This is an optimization exercise on Yosys and OpenROAD, whose aim is a short achievable clock period and few clock cycles per item, not a production implementation.
In this exercise RTL edits were held to simulation tests only and were not proved equivalent to the original.
Power figures rest on the tool's default switching activity, not on a simulated workload.

== exp/amber ==
==> flow/design.v <==
module mppc_tokdec (
    input  wire        clk,
    input  wire        rst,
    input  wire        in_valid,
    output wire        in_ready,
    input  wire [31:0] in_data,
    input  wire        in_last,
    input  wire [1:0]  in_bytes,
    output reg         out_valid,
    input  wire        out_ready,
    output reg  [1:0]  out_type,
    output reg  [7:0]  out_lit,
    output reg  [12:0] out_off,
    output reg  [12:0] out_len
);
    localparam [1:0] T_LIT = 2'd0, T_MATCH = 2'd1, T_END_OK = 2'd2, T_END_ERR = 2'd3;
    localparam [1:0] S_TOK = 2'd0, S_LEN = 2'd1, S_DRAIN = 2'd2;
    reg [63:0] bits;       
    reg [6:0]  cnt;        
    reg        ended;      
    reg [1:0]  state;
    reg [13:0] off_r;      
    wire can_emit = !out_valid || out_ready;
    assign in_ready = (state == S_DRAIN) ? 1'b1 : (!ended && cnt <= 7'd32);
    wire in_fire = in_valid && in_ready;
    wire [2:0]  in_nbytes = in_last ? ({1'b0, in_bytes} + 3'd1) : 3'd4;
    reg  [31:0] in_masked;
    always @(*) begin
        case (in_nbytes)
            3'd1:    in_masked = {in_data[31:24], 24'd0};
            3'd2:    in_masked = {in_data[31:16], 16'd0};
            3'd3:    in_masked = {in_data[31:8], 8'd0};
            default: in_masked = in_data;
        endcase
    end
    reg        tok_go;         
    reg [5:0]  use_tok;
    reg        tok_lit;        
    reg [7:0]  tok_lit_val;
    reg        tok_off;        
    reg [13:0] tok_off_val;
    reg        tok_end_ok;
    reg        tok_err;
    always @(*) begin
        tok_go = 1'b0; use_tok = 6'd0; tok_lit = 1'b0; tok_lit_val = 8'd0;
        tok_off = 1'b0; tok_off_val = 14'd0; tok_end_ok = 1'b0; tok_err = 1'b0;
        if (cnt < 7'd8) begin
            tok_end_ok = ended;
        end else if (!bits[63]) begin
            tok_go = 1'b1; use_tok = 6'd8; tok_lit = 1'b1; tok_lit_val = bits[63:56];
        end else if (!bits[62]) begin
            if (cnt >= 7'd9) begin
                tok_go = 1'b1; use_tok = 6'd9; tok_lit = 1'b1;
                tok_lit_val = {1'b1, bits[61:55]};
            end else begin
                tok_err = ended;
            end
        end else if (bits[63:60] == 4'hF) begin
            if (cnt >= 7'd10) begin
                tok_go = 1'b1; use_tok = 6'd10; tok_off = 1'b1;
                tok_off_val = {8'd0, bits[59:54]};
            end else begin
                tok_err = ended;
            end
        end else if (bits[63:60] == 4'hE) begin
            if (cnt >= 7'd12) begin
                tok_go = 1'b1; use_tok = 6'd12; tok_off = 1'b1;
                tok_off_val = 14'd64 + {6'd0, bits[59:52]};
            end else begin
                tok_err = ended;
            end
        end else begin
            if (cnt >= 7'd16) begin
                tok_go = 1'b1; use_tok = 6'd16; tok_off = 1'b1;
                tok_off_val = 14'd320 + {1'b0, bits[60:48]};
            end else begin
                tok_err = ended;
            end
        end
    end
    reg [3:0]  ones;           
    always @(*) begin
        casez (bits[63:52])
            12'b0???????????: ones = 4'd0;
            12'b10??????????: ones = 4'd1;
            12'b110?????????: ones = 4'd2;
            12'b1110????????: ones = 4'd3;
            12'b11110???????: ones = 4'd4;
            12'b111110??????: ones = 4'd5;
            12'b1111110?????: ones = 4'd6;
            12'b11111110????: ones = 4'd7;
            12'b111111110???: ones = 4'd8;
            12'b1111111110??: ones = 4'd9;
            12'b11111111110?: ones = 4'd10;
            12'b111111111110: ones = 4'd11;
            default:          ones = 4'd12;
        endcase
    end
    wire [3:0]  len_k     = ones + 4'd1;
    wire [5:0]  len_width = (ones == 4'd0) ? 6'd1 : {1'b0, len_k, 1'b0};
    wire [11:0] len_window = bits[(63 - len_k) -: 12];
    wire [11:0] len_field  = len_window >> (4'd12 - len_k);
    wire [13:0] len_val    = (ones == 4'd0) ? 14'd3
                           : ((14'd1 << len_k) + {2'd0, len_field});
    wire        len_twelve = (ones == 4'd12);
    wire        len_have   = !len_twelve && ({1'b0, len_width} <= cnt);
    wire        off_bad    = (off_r == 14'd0) || (off_r > 14'd8191);
    wire [63:0] fb = (bits[63:60] == 4'hF) ? (bits << 10)
                   : (bits[63:60] == 4'hE) ? (bits << 12) : (bits << 16);
    wire [5:0] f_olen = (bits[63:60] == 4'hF) ? 6'd10 : (bits[63:60] == 4'hE) ? 6'd12 : 6'd16;
    reg [3:0] fones;
    always @(*) begin
        casez (fb[63:52])
            12'b0???????????: fones = 4'd0;
            12'b10??????????: fones = 4'd1;
            12'b110?????????: fones = 4'd2;
            12'b1110????????: fones = 4'd3;
            12'b11110???????: fones = 4'd4;
            12'b111110??????: fones = 4'd5;
            12'b1111110?????: fones = 4'd6;
            12'b11111110????: fones = 4'd7;
            12'b111111110???: fones = 4'd8;
            12'b1111111110??: fones = 4'd9;
            12'b11111111110?: fones = 4'd10;
            12'b111111111110: fones = 4'd11;
            default:          fones = 4'd12;
        endcase
    end
    wire [3:0]  f_k      = fones + 4'd1;
    wire [5:0]  f_width  = (fones == 4'd0) ? 6'd1 : {1'b0, f_k, 1'b0};
    wire [11:0] f_window = fb[(63 - f_k) -: 12];
    wire [11:0] f_field  = f_window >> (4'd12 - f_k);
    wire [13:0] f_len    = (fones == 4'd0) ? 14'd3 : ((14'd1 << f_k) + {2'd0, f_field});
    wire [6:0]  f_need   = {1'b0, f_olen} + {1'b0, f_width};
    wire        f_bad    = (tok_off_val == 14'd0) || (tok_off_val > 14'd8191);
    wire        f_go     = tok_off && (fones != 4'd12) && (f_need <= cnt) && !f_bad;
    reg [5:0] use_bits;
    always @(*) begin
        use_bits = 6'd0;
        if (state == S_TOK && can_emit && f_go)
            use_bits = f_need[5:0];
        else if (state == S_TOK && can_emit && tok_go)
            use_bits = use_tok;
        else if (state == S_LEN && can_emit && len_have)
            use_bits = len_width;
    end
    wire [63:0] bits_used = bits << use_bits;
    wire [6:0]  cnt_used  = cnt - {1'b0, use_bits};
    always @(posedge clk) begin
        if (rst) begin
            bits      <= 64'd0;
            cnt       <= 7'd0;
            ended     <= 1'b0;
            state     <= S_TOK;
            off_r     <= 14'd0;
            out_valid <= 1'b0;
            out_type  <= T_LIT;
            out_lit   <= 8'd0;
            out_off   <= 13'd0;
            out_len   <= 13'd0;
        end else begin
            if (out_valid && out_ready)
                out_valid <= 1'b0;
            if (state != S_DRAIN) begin
                if (in_fire) begin
                    bits  <= (bits | ({in_masked, 32'd0} >> cnt)) << use_bits;
                    cnt   <= cnt_used + {1'b0, in_nbytes, 3'd0};
                    ended <= in_last;
                end else begin
                    bits <= bits_used;
                    cnt  <= cnt_used;
                end
            end
            case (state)
                S_TOK: if (can_emit) begin
                    if (tok_lit) begin
                        out_valid <= 1'b1;
                        out_type  <= T_LIT;
                        out_lit   <= tok_lit_val;
                    end else if (f_go) begin
                        out_valid <= 1'b1;
                        out_type  <= T_MATCH;
                        out_off   <= tok_off_val[12:0];
                        out_len   <= f_len[12:0];
                    end else if (tok_off) begin
                        off_r <= tok_off_val;
                        state <= S_LEN;
                    end else if (tok_end_ok || tok_err) begin
                        out_valid <= 1'b1;
                        out_type  <= tok_end_ok ? T_END_OK : T_END_ERR;
                        bits  <= 64'd0;
                        cnt   <= 7'd0;
                        ended <= 1'b0;
                    end
                end
                S_LEN: if (can_emit) begin
                    if (len_have && !off_bad) begin
                        out_valid <= 1'b1;
                        out_type  <= T_MATCH;
                        out_off   <= off_r[12:0];
                        out_len   <= len_val[12:0];
                        state     <= S_TOK;
                    end else if (len_have || len_twelve || ended) begin
                        out_valid <= 1'b1;
                        out_type  <= T_END_ERR;
                        bits  <= 64'd0;
                        cnt   <= 7'd0;
                        state <= (ended || (in_fire && in_last)) ? S_TOK : S_DRAIN;
                        ended <= 1'b0;
                    end
                end
                S_DRAIN: begin
                    if (in_fire && in_last)
                        state <= S_TOK;
                end
                default: state <= S_TOK;
            endcase
        end
    end
endmodule
clock: 10.0 ns
lec_check: 0
cap_margin: 20
core_margin: 2
core_utilization: 40
setup_slack_margin: 5
slew_margin: 20
run.sh (not shown) runs the stock make flow with config.mk's settings and CLKGATE_MAP_FILE= SYNTH_SCRIPT=/design/flow/synth_recipe.tcl, a recipe that flattens the netlist after the stock synthesis.
No crash in exp/amber: every stage finished, but the layout fails its final checks due to capacitance limit, slew limit.
Testbench counts of exp/amber, summed over its fixed seeds: cycles 20,251, tokens 19,554.
## Diff of input files: exp/sierra against exp/amber
diff --git a/flow/design.v b/flow/design.v
--- a/flow/design.v
+++ b/flow/design.v
@@ -104,43 +104,12 @@
                            : ((14'd1 << len_k) + {2'd0, len_field});
     wire        len_twelve = (ones == 4'd12);
     wire        len_have   = !len_twelve && ({1'b0, len_width} <= cnt);
     wire        off_bad    = (off_r == 14'd0) || (off_r > 14'd8191);
-    wire [63:0] fb = (bits[63:60] == 4'hF) ? (bits << 10)
-                   : (bits[63:60] == 4'hE) ? (bits << 12) : (bits << 16);
-    wire [5:0] f_olen = (bits[63:60] == 4'hF) ? 6'd10 : (bits[63:60] == 4'hE) ? 6'd12 : 6'd16;
-    reg [3:0] fones;
-    always @(*) begin
-        casez (fb[63:52])
-            12'b0???????????: fones = 4'd0;
-            12'b10??????????: fones = 4'd1;
-            12'b110?????????: fones = 4'd2;
-            12'b1110????????: fones = 4'd3;
-            12'b11110???????: fones = 4'd4;
-            12'b111110??????: fones = 4'd5;
-            12'b1111110?????: fones = 4'd6;
-            12'b11111110????: fones = 4'd7;
-            12'b111111110???: fones = 4'd8;
-            12'b1111111110??: fones = 4'd9;
-            12'b11111111110?: fones = 4'd10;
-            12'b111111111110: fones = 4'd11;
-            default:          fones = 4'd12;
-        endcase
-    end
-    wire [3:0]  f_k      = fones + 4'd1;
-    wire [5:0]  f_width  = (fones == 4'd0) ? 6'd1 : {1'b0, f_k, 1'b0};
-    wire [11:0] f_window = fb[(63 - f_k) -: 12];
-    wire [11:0] f_field  = f_window >> (4'd12 - f_k);
-    wire [13:0] f_len    = (fones == 4'd0) ? 14'd3 : ((14'd1 << f_k) + {2'd0, f_field});
-    wire [6:0]  f_need   = {1'b0, f_olen} + {1'b0, f_width};
-    wire        f_bad    = (tok_off_val == 14'd0) || (tok_off_val > 14'd8191);
-    wire        f_go     = tok_off && (fones != 4'd12) && (f_need <= cnt) && !f_bad;
     reg [5:0] use_bits;
     always @(*) begin
         use_bits = 6'd0;
-        if (state == S_TOK && can_emit && f_go)
-            use_bits = f_need[5:0];
-        else if (state == S_TOK && can_emit && tok_go)
+        if (state == S_TOK && can_emit && tok_go)
             use_bits = use_tok;
         else if (state == S_LEN && can_emit && len_have)
             use_bits = len_width;
     end
@@ -162,9 +131,9 @@
             if (out_valid && out_ready)
                 out_valid <= 1'b0;
             if (state != S_DRAIN) begin
                 if (in_fire) begin
-                    bits  <= (bits | ({in_masked, 32'd0} >> cnt)) << use_bits;
+                    bits  <= bits_used | ({in_masked, 32'd0} >> cnt_used);
                     cnt   <= cnt_used + {1'b0, in_nbytes, 3'd0};
                     ended <= in_last;
                 end else begin
                     bits <= bits_used;
@@ -176,13 +145,8 @@
                     if (tok_lit) begin
                         out_valid <= 1'b1;
                         out_type  <= T_LIT;
                         out_lit   <= tok_lit_val;
-                    end else if (f_go) begin
-                        out_valid <= 1'b1;
-                        out_type  <= T_MATCH;
-                        out_off   <= tok_off_val[12:0];
-                        out_len   <= f_len[12:0];
                     end else if (tok_off) begin
                         off_r <= tok_off_val;
                         state <= S_LEN;
                     end else if (tok_end_ok || tok_err) begin
[summary]
Summary of exp/sierra and exp/amber: one run falls short of a clean finish, namely exp/amber. Clock period minus worst slack on exp/sierra is down relative to exp/amber. Sort exp/sierra and exp/amber by non-clock buffer count asc -> top: exp/sierra. exp/amber reports its top metal layer carrying routed signals as met5 while exp/sierra reports met4. Changes observed in exp/sierra relative to exp/amber: cell depth of the worst setup path now smaller, number of instances in the synthesized netlist now smaller, via count now smaller, worst IR drop on VDD now larger. [exp/sierra] post-layout utilization of the core fell 4.6 points relative to exp/amber. exp/sierra vs exp/amber: count of non-filler cells in the finished layout down. Setup slack: exp/sierra more than exp/amber. exp/sierra vs. exp/amber: share of cells above drive strength 1 fell by 5.1 points, register-to-register setup slack rose by 0.68 ns.
Testbench counts of exp/sierra, summed over its fixed seeds: cycles 28,377, tokens 19,554.

-- re-timing with driven ports --
No port has a modelled driver above. Below, the same layouts with a new extraction and two added sets of constraints.
Step 1 (the two cells are an assumption about what drives the block):
set clk [get_ports {clk}]
set_driving_cell -lib_cell sky130_fd_sc_hd__clkbuf_16 $clk
set_driving_cell -lib_cell sky130_fd_sc_hd__buf_2 [delete_from_list [all_inputs] $clk]
Step 2, shift: input delay + t, output delay - t, t = (earliest + latest rising clock arrival at the registers) / 2. This alone moves slack from input paths to output paths.
Three values: no drivers, after step 1, after step 2; two values: the first two.
| run | t (ns) | setup slack, ns | worst slew at a driven data input, ns |
|---|---|---|---|
| exp/amber | 0.510 | 2.624 / 2.624 / 2.528 | 0.05 |
| exp/sierra | 0.493 | 3.308 / 3.308 / 3.308 | 0.05 |
For exp/amber, which loses most, drivers alone change the setup slack by 0.000 ns; drivers and shift together by -0.096 ns.
